This is an optimization exercise on Yosys and OpenROAD, whose aim is small area, a short achievable clock period and few clock cycles per item, not a production implementation. Function was checked by simulation only, so behaviour that the tests miss may differ from the original. Power and IR drop assume default switching activity.

==> design.v <==
module split_enc #(
    parameter CW  = 34,    
    parameter POS = 6,     
    parameter W   = 1,     
    parameter F   = 256    
) (
    input  wire [CW-1:0]      c,
    output wire [POS+W-1:0]   v
);
    wire [CW-1:0] major0 = c / F;
    wire [CW-1:0] minor0 = c % F;
    wire          carry  = (minor0 > ((1 << POS) - 1));
    wire [CW:0]   major1 = {1'b0, major0} + carry;
    /*verilator lint_off UNUSEDSIGNAL*/
    wire [CW-1:0] minor1 = carry ? {CW{1'b0}} : minor0;
    /*verilator lint_on UNUSEDSIGNAL*/
    wire          sat    = (major1 > ((1 << W) - 1));
    assign v = sat ? {(POS+W){1'b1}} : {major1[W-1:0], minor1[POS-1:0]};
endmodule
module nand_timing_unit (
    input  wire        clk,
    input  wire        rst,
    input  wire        wr_en,
    input  wire [4:0]  wr_addr,
    input  wire [31:0] wr_data,
    input  wire        start,
    input  wire [1:0]  op,
    input  wire        bus16,
    input  wire [31:0] mck_hz,
    output wire        ready,
    output reg         done,
    output reg  [7:0]  answer,
    output reg         unsupported,
    output reg  [31:0] result,
    output reg  [31:0] setup_reg,
    output reg  [31:0] pulse_reg,
    output reg  [31:0] cycle_reg,
    output reg  [31:0] timings_reg,
    output reg  [31:0] mode_reg
);
    localparam OP_NTC = 2'd0;
    localparam OP_PER = 2'd1;
    localparam OP_CYC = 2'd2;
    localparam [7:0] ANS_OK           = 8'h00;
    localparam [7:0] ANS_BAD_COMMAND  = 8'h12;
    localparam [7:0] ANS_ZERO_CLOCK   = 8'h13;
    localparam [7:0] ANS_PERIOD_RANGE = 8'h14;
    localparam [7:0] ANS_ZERO_PERIOD  = 8'h15;
    localparam A_P     = 5'd0;
    localparam A_TWP   = 5'd1;
    localparam A_TCLS  = 5'd2;
    localparam A_TCS   = 5'd3;
    localparam A_TALS  = 5'd4;
    localparam A_TDS   = 5'd5;
    localparam A_TCLH  = 5'd6;
    localparam A_TCH   = 5'd7;
    localparam A_TALH  = 5'd8;
    localparam A_TDH   = 5'd9;
    localparam A_TWH   = 5'd10;
    localparam A_TWC   = 5'd11;
    localparam A_TREH  = 5'd12;
    localparam A_TRHOH = 5'd13;
    localparam A_TRHZ  = 5'd14;
    localparam A_TRP   = 5'd15;
    localparam A_TRC   = 5'd16;
    localparam A_TCLR  = 5'd17;
    localparam A_TADL  = 5'd18;
    localparam A_TAR   = 5'd19;
    localparam A_TRR   = 5'd20;
    localparam A_TWB   = 5'd21;
    localparam A_T     = 5'd22;
    localparam N_OPND  = 23;
    localparam Q_WP   = 4'd0;
    localparam Q_WS0  = 4'd1;
    localparam Q_WH   = 4'd2;
    localparam Q_WC   = 4'd3;
    localparam Q_RH   = 4'd4;
    localparam Q_RHZ  = 4'd5;
    localparam Q_RP   = 4'd6;
    localparam Q_RC   = 4'd7;
    localparam Q_CLR  = 4'd8;
    localparam Q_ADL  = 4'd9;
    localparam Q_AR   = 4'd10;
    localparam Q_RR   = 4'd11;
    localparam Q_WB   = 4'd12;
    localparam N_Q    = 13;
    localparam [39:0] PS_PER_S = 40'd1000000000000;
    localparam [31:0] EDO_LIMIT = 32'd30000;
    localparam S_IDLE = 2'd0;
    localparam S_DIV  = 2'd1;
    localparam S_FIN  = 2'd2;
    localparam S_LOAD = 2'd3;
    reg [1:0]  state;
    reg [1:0]  op_r;
    reg        bus16_r;
    reg [31:0] opnd [0:N_OPND-1];
    always @(posedge clk) begin
        if (wr_en && ready && wr_addr < N_OPND)
            opnd[wr_addr] <= wr_data;
    end
    function [31:0] max2(input [31:0] a, input [31:0] b);
        max2 = (a > b) ? a : b;
    endfunction
    wire [31:0] p        = opnd[A_P];
    wire [31:0] t_wsetup = max2(max2(opnd[A_TCLS], opnd[A_TCS]), max2(opnd[A_TALS], opnd[A_TDS]));
    wire [31:0] t_whold  = max2(max2(max2(opnd[A_TCLH], opnd[A_TCH]), max2(opnd[A_TALH], opnd[A_TDH])),
                                opnd[A_TWH]);
    wire [31:0] t_rhold  = max2(opnd[A_TREH], opnd[A_TRHOH]);
    reg [3:0]  q_idx;
    reg [31:0] q_time;
    always @(*) begin
        case (q_idx)
            Q_WP:    q_time = opnd[A_TWP];
            Q_WS0:   q_time = t_wsetup;
            Q_WH:    q_time = t_whold;
            Q_WC:    q_time = opnd[A_TWC];
            Q_RH:    q_time = t_rhold;
            Q_RHZ:   q_time = opnd[A_TRHZ];
            Q_RP:    q_time = opnd[A_TRP];
            Q_RC:    q_time = opnd[A_TRC];
            Q_CLR:   q_time = opnd[A_TCLR];
            Q_ADL:   q_time = opnd[A_TADL];
            Q_AR:    q_time = opnd[A_TAR];
            Q_RR:    q_time = opnd[A_TRR];
            default: q_time = opnd[A_TWB];
        endcase
    end
    reg [39:0] div_q;       
    reg [31:0] div_r;       
    reg [31:0] div_d;       
    reg [5:0]  div_cnt;     
    wire [32:0] r_shift = {div_r, div_q[39]};
    wire        r_ge    = (r_shift >= {1'b0, div_d});
    wire [32:0] r_next  = r_ge ? (r_shift - {1'b0, div_d}) : r_shift;
    wire [39:0] q_next  = {div_q[38:0], r_ge};
    wire [31:0] ceil_q  = q_next[31:0] + {31'd0, (r_next != 33'd0)};
    reg [31:0] cnt [0:N_Q-1];
    wire [31:0] wp  = cnt[Q_WP];
    wire [31:0] ws0 = cnt[Q_WS0];
    wire [31:0] wh  = cnt[Q_WH];
    wire [31:0] rh  = cnt[Q_RH];
    wire [31:0] rp  = cnt[Q_RP];
    wire [31:0] ws      = (ws0 > wp) ? (ws0 - wp) : 32'd0;
    wire [33:0] w_sum   = {2'b0, ws} + {2'b0, wp} + {2'b0, wh};
    wire [33:0] wc      = ({2'b0, cnt[Q_WC]} > w_sum) ? {2'b0, cnt[Q_WC]} : w_sum;
    wire [33:0] r_sum   = {2'b0, rp} + {2'b0, rh};
    wire [33:0] rc      = ({2'b0, cnt[Q_RC]} > r_sum) ? {2'b0, cnt[Q_RC]} : r_sum;
    wire signed [33:0] tdf_diff = $signed({2'b0, cnt[Q_RHZ]}) - $signed({2'b0, rh});
    wire [3:0] tdf = (tdf_diff < 34'sd1)  ? 4'd1  :
                     (tdf_diff > 34'sd15) ? 4'd15 : tdf_diff[3:0];
    wire [5:0] e_ws;
    wire [6:0] e_wp, e_wcp, e_rp, e_rcp;
    wire [8:0] e_wc, e_rc;
    wire [3:0] e_clr, e_adl, e_ar, e_rr, e_wb;
    split_enc #(.CW(34), .POS(5), .W(1), .F(128)) u_enc_ws  (.c({2'b0, ws}), .v(e_ws));
    split_enc #(.CW(34), .POS(6), .W(1), .F(256)) u_enc_wp  (.c({2'b0, wp}), .v(e_wp));
    split_enc #(.CW(34), .POS(6), .W(1), .F(256)) u_enc_wcp (.c(wc),         .v(e_wcp));
    split_enc #(.CW(34), .POS(6), .W(1), .F(256)) u_enc_rp  (.c({2'b0, rp}), .v(e_rp));
    split_enc #(.CW(34), .POS(6), .W(1), .F(256)) u_enc_rcp (.c(rc),         .v(e_rcp));
    split_enc #(.CW(34), .POS(7), .W(2), .F(256)) u_enc_wc  (.c(wc),         .v(e_wc));
    split_enc #(.CW(34), .POS(7), .W(2), .F(256)) u_enc_rc  (.c(rc),         .v(e_rc));
    split_enc #(.CW(34), .POS(3), .W(1), .F(64))  u_enc_clr (.c({2'b0, cnt[Q_CLR]}), .v(e_clr));
    split_enc #(.CW(34), .POS(3), .W(1), .F(64))  u_enc_adl (.c({2'b0, cnt[Q_ADL]}), .v(e_adl));
    split_enc #(.CW(34), .POS(3), .W(1), .F(64))  u_enc_ar  (.c({2'b0, cnt[Q_AR]}),  .v(e_ar));
    split_enc #(.CW(34), .POS(3), .W(1), .F(64))  u_enc_rr  (.c({2'b0, cnt[Q_RR]}),  .v(e_rr));
    split_enc #(.CW(34), .POS(3), .W(1), .F(64))  u_enc_wb  (.c({2'b0, cnt[Q_WB]}),  .v(e_wb));
    assign ready = (state == S_IDLE);
    always @(posedge clk) begin
        if (rst) begin
            state       <= S_IDLE;
            done        <= 1'b0;
            answer      <= ANS_OK;
            unsupported <= 1'b0;
            result      <= 32'd0;
            setup_reg   <= 32'd0;
            pulse_reg   <= 32'd0;
            cycle_reg   <= 32'd0;
            timings_reg <= 32'd0;
            mode_reg    <= 32'd0;
            op_r        <= OP_NTC;
            bus16_r     <= 1'b0;
            q_idx       <= 4'd0;
            div_q       <= 40'd0;
            div_r       <= 32'd0;
            div_d       <= 32'd0;
            div_cnt     <= 6'd0;
        end else begin
            done <= 1'b0;
            case (state)
                S_IDLE: begin
                    if (start) begin
                        op_r        <= op;
                        bus16_r     <= bus16;
                        unsupported <= 1'b0;
                        answer      <= ANS_OK;
                        div_r       <= 32'd0;
                        case (op)
                            OP_PER: begin
                                if (mck_hz == 32'd0) begin
                                    answer <= ANS_ZERO_CLOCK;
                                    done   <= 1'b1;
                                end else begin
                                    div_q   <= PS_PER_S;
                                    div_d   <= mck_hz;
                                    div_cnt <= 6'd40;
                                    state   <= S_DIV;
                                end
                            end
                            OP_CYC: begin
                                if (p == 32'd0) begin
                                    answer <= ANS_ZERO_PERIOD;
                                    done   <= 1'b1;
                                end else begin
                                    div_q   <= {opnd[A_T], 8'd0};
                                    div_d   <= p;
                                    div_cnt <= 6'd32;
                                    state   <= S_DIV;
                                end
                            end
                            OP_NTC: begin
                                if (p == 32'd0) begin
                                    answer <= ANS_ZERO_PERIOD;
                                    done   <= 1'b1;
                                end else if (opnd[A_TRC] < EDO_LIMIT) begin
                                    unsupported <= 1'b1;
                                    done        <= 1'b1;
                                end else begin
                                    q_idx   <= Q_WP;
                                    div_q   <= {opnd[A_TWP], 8'd0};
                                    div_d   <= p;
                                    div_cnt <= 6'd32;
                                    state   <= S_DIV;
                                end
                            end
                            default: begin
                                answer <= ANS_BAD_COMMAND;
                                done   <= 1'b1;
                            end
                        endcase
                    end
                end
                S_DIV: begin
                    div_q   <= q_next;
                    div_r   <= r_next[31:0];
                    div_cnt <= div_cnt - 6'd1;
                    if (div_cnt == 6'd1) begin
                        case (op_r)
                            OP_PER: begin
                                if (q_next[39:32] != 8'd0)
                                    answer <= ANS_PERIOD_RANGE;
                                result <= q_next[31:0];
                                done   <= 1'b1;
                                state  <= S_IDLE;
                            end
                            OP_CYC: begin
                                result <= ceil_q;
                                done   <= 1'b1;
                                state  <= S_IDLE;
                            end
                            default: begin
                                cnt[q_idx] <= ceil_q;
                                if (q_idx == N_Q - 1) begin
                                    state <= S_FIN;
                                end else begin
                                    q_idx <= q_idx + 4'd1;
                                    state <= S_LOAD;
                                end
                            end
                        endcase
                    end
                end
                S_LOAD: begin
                    div_q   <= {q_time, 8'd0};
                    div_r   <= 32'd0;
                    div_cnt <= 6'd32;
                    state   <= S_DIV;
                end
                S_FIN: begin
                    setup_reg   <= {26'd0, e_ws};
                    pulse_reg   <= {1'b0, e_rcp, 1'b0, e_rp, 1'b0, e_wcp, 1'b0, e_wp};
                    cycle_reg   <= {7'd0, e_rc, 7'd0, e_wc};
                    timings_reg <= {1'b1, 3'd0, e_wb, 4'd0, e_rr, 4'd0, e_ar, e_adl, e_clr};
                    mode_reg    <= {11'd0, 1'b1, tdf, 2'd0, 1'b0, bus16_r, 10'd0, 2'b11};
                    done        <= 1'b1;
                    state       <= S_IDLE;
                end
            endcase
        end
    end
endmodule
==> run.sh <==
#!/bin/bash
# synth_recipe.tcl (not shown) runs the flow's synth.tcl, then flattens the netlist and writes it again
# the make line also repeats each setting of config.mk as NAME=value (left out here)
make -C /OpenROAD-flow-scripts/flow DESIGN_CONFIG=/design/flow/config.mk WORK_HOME=/design/flow/orfs CLKGATE_MAP_FILE= SYNTH_SCRIPT=/design/flow/synth_recipe.tcl finish
==> config.mk <==
export PLATFORM = sky130hd
export DESIGN_NAME = nand_timing_unit
export DESIGN_NICKNAME = nand_timing_unit
export VERILOG_FILES = /design/flow/design.v
export SDC_FILE = /design/flow/constraint.sdc
export NUM_CORES = 4
export LEC_CHECK = 0
export CAP_MARGIN = 20
export CORE_MARGIN = 2
export CORE_UTILIZATION = 40
export PLACE_DENSITY = 0.6
export SLEW_MARGIN = 20
==> constraint.sdc <==
create_clock -name core_clock -period 12.0 [get_ports {clk}]
set_input_delay 2.4000 -clock core_clock [delete_from_list [all_inputs] [get_ports {clk}]]
set_output_delay 2.4000 -clock core_clock [all_outputs]
set_load 0.01 [all_outputs]
==> notes.md <==
## how the worst min path moves through the flow
stage,end,slack [ns]
after CTS,bus16_r,0.47
after global placement,answer[1],0.45
after floorplan,bus16_r,0.44
final,bus16_r,0.46
after detailed placement,bus16_r,0.46
after global routing,answer[1],0.50
## worst register-to-register path, delay by kind of cell, from the launching register on
kind	cells	cell delay, ns
simple gates	13	3.25
fa+ha+maj	6	2.21
mux	1	0.38
flops	1	0.46
buf+inv	4	0.47
compound gates	17	4.31
## layout by cell type, fill, tap and decap left out, types with 38 or more instances in the layout
master	instances
a211oi_1	117
a21o_1	177
a21oi_1	363
a221oi_1	168
a22o_1	90
a22oi_1	51
a311oi_1	52
a31oi_1	65
and2_1	46
and3_1	57
buf_4	113
clkbuf_1	41
clkbuf_16	156
clkdlybuf4s50_1	188
conb_1	83
dfxtp_1	235
edfxtp_1	1152
ha_1	519
inv_1	578
mux2_2	60
mux2i_1	216
nand2_1	499
nand2b_1	57
nand3_1	178
nand4_1	213
nor2_1	515
nor2b_1	55
nor3_1	136
nor4_1	85
o211ai_1	38
o21a_1	64
o21ai_0	297
or3_1	38
xnor2_1	104
xor2_1	85
## timing repair
| item | 4_1_cts | 5_1_grt |
|---|---|---|
| setup buffers | 0 | 1 |
| endpoints found under the setup margin | 0 | 16 |
| hold endpoints to repair | 0 | 0 |
| gates resized for setup | 0 | 11 |
## power groups by stage
stage | Sequential (mW) | Combinational, mW | Clock, mW
after floorplan | 5.62 | 0.991 | 0
after global placement | 5.69 | 1.94 | 0
after detailed placement | 5.69 | 1.95 | 0
after CTS | 5.59 | 1.96 | 4.96
after global routing | 5.60 | 2.07 | 5.13
final | 5.59 | 1.97 | 4.88
## cell families after synthesis
kind of cell    count (synthesis)  share of synthesized area [%]
xor+xnor                      219                           2.47
buf+inv                       937                           4.99
simple gates                 2053                           12.9
fa+ha+maj                     559                           9.33
other cells                     1                        0.00481
compound gates               1792                           16.2
mux                           278                           3.69
flops                        1387                           50.4
## metal layers
layer  up-vias  GRT usage (%)  routed length, um
met5         -              0                 13
met4         2           11.2              12000
met3       535           3.78              18100
met2      2365           42.2             122000
met1     29700           33.5             107000
li1      27600              -                  -
## final cells by class
cell class | instances | area (um^2) | share of cell area (%)
Sequential cell | 1387 | 39300 | 44.3
Timing Repair Buffer | 316 | 2930 | 3.30
Tap cell | 2526 | 3160 | 3.56
Antenna cell | 2 | 5.00 | 0.00564
Multi-Input combinational cell | 4984 | 35900 | 40.5
Clock inverter | 90 | 1100 | 1.24
Inverter | 579 | 2170 | 2.45
Clock buffer | 201 | 4110 | 4.64
==> notes.md <==
- Status: complete, no violations
- Slowest stage delay, CP: 0.55 ns
- Die outline width: about 450 um
- Pleak: 33.5 nW
- Switch share: around 29%
- Antenna violations before repair: 4
- CTS Hold Bufs: 0
- Die H: about 450 um
- Pwr Total: 12.4 mW
- Slowest CP cell: or4_1
- Seq/Total Area, Yosys: between 50% and 60%
- CP Class: reg -> reg
- Num Clock Sinks: 1,387
- Max reg flops: 736
- Layout area overhead: 13.8%
- Hold Crit Class: reg -> reg
- Total Neg Setup Slack: 0 ns
- NetSw: 3.63 mW
- WHS: 0.460 ns
- CP Capture Point: cycle_reg[6]
- Worst-skew pair later-pin latency: 0.84 ns
- Clock power frac: ~40%
- Prevailing post-synth register cell: edfxtp_1
- Register-to-Register Path Depth: 41
- Min-delay src: bus16_r
- Fin crit share: 93.5%
- Max IR drop VDD: 137 uV
- R2r endpoint: cycle_reg[6]
- Post-synthesis cell area: 0.0779 mm^2
- Final hold vios: 0
- Actual slew at the worst max-slew pin: 1.15 ns
- Slew HR: a little under a quarter
- Inserted Clock Buffers: 155
- Total gr overflow: 0
- DP HPWL: 184,000 um
- Final count of negative-setup-slack endpoints: 0
- Nets@finish: 8,058
- Max cap viols: 0
- Crit path depth: 41
- Starting Density: roughly 40%
- Buf/Inv on CP: 4
- Main area contributors after synthesis: edfxtp_1, ha_1, dfxtp_1
- Worst setup startpoint: cnt[0][9]
- Reg clk slew, reported paths: 0.07 ns
- Detailed Route WL: 260,000 um
- FP Rows: 161
- Synth Register Bits: 1,387
- Die footprint: 0.198 mm^2
- Final instance area: slightly below 0.09 mm^2
- DP Worst Slack: 0.463 ns
- Remaining antenna violation count: 0
- Routability cong.: 0.929
- Yosys top cell area share: 44.4%
- Pins Over Slew Limit: 0
- Worst path required time: 12.65 ns
- Yosys warns: 1
- Post-DP Area: 0.0833 mm^2
- Final WS setup: about 0.8 ns
- Mean Syn Cell Area: 10.8 um^2
- Share of cells above drive strength 1: 8.23%
- FMAX: ~89 MHz
- First-pass GRT wire length: 381,000 um
- Pwr Density: around 140 mW/mm^2
- IO Port Bufs: 195
- Setup repair after global routing missed its margin: false
- # fillers: 17,800
- Core footprint: approximately 0.19 mm^2
- Seq pwr share: 44.9%
- Largest delay share family, worst path: compound AO/OA/AOI/OAI gates
- Nature of the critical path endpoint: flip-flop
- Ys async rst share: 0%
- Final Core Density: between 40 and 50%
- CP arrival: 11.87 ns
- Routed len/inst: 25.7 um
- CTS H-tree lvls: 4
- Largest net degree at the start of global routing: 166
- Synth cell types: 105
- Internal power component: 8.81 mW
- R2R setup slack: 0.79 ns
- Post-synth EDFFs: 1,152
- Crit path launch type: flip-flop
- Post-Place Cells: 9,787
- Clock Skews: 0.0657 ns
- I/O pins: 279
- Root Buffer: clkbuf_16
- Final std cells w/o fill: 10,100
- Hold path cells: 2
- Min Tclk post-route: 11.21 ns
- Total track usage: between 20% and 30%
- Drt pass-1 iters: 6
- Number of global-route vias before repair: 58,200
- CP Max Fanout: 16
- Vias per inst: 5.97
- Top flop regs: opnd: 736 flops, cnt: 416 flops, div_q: 40 flops
- DR DRC count: 0
- Vias: 60,200
- Most area-hungry cell type in the Yosys netlist: edfxtp_1
- Synthesized instance count: 7,226
- Clock buffer depth: 3
- Reg with most FFs: opnd
- Reg2Reg Launch Point: cnt[0][9]
- Comb pwr share: 15.8%
- CTS tree: done
- Top post-synthesis cells by count: edfxtp_1, inv_1, nor2_1
- Count leader, synth: edfxtp_1
- Detailed Route Iter0 Violations: a little under 6,000
Testbench counts, summed over its fixed seeds: cycles 88,650, items 192.

## separate check: timing with driven ports
In the flow no input, the clock included, has a driving cell. The finished layout below was timed again as built, in two steps. Step 1 assumes that a clkbuf_16 drives the clock port and a buf_2 every other input. Step 2 adds t to the input delays and takes it off the output delays; t is the mean of the earliest and latest rising clock arrival at the registers after step 1. Input paths then give back, and output paths get back, about the clock's delay inside the block. a / b / c = ideal ports / drivers / drivers and shift; a / b = the first two.
t (ns): 0.903
setup slack, ns: 0.785 / 0.785 / 0.785
worst setup path at the end: register to register
After both steps this run still meets setup and hold. The setup slack of this run moves by 0.000 ns with the drivers and by 0.000 ns with both steps.
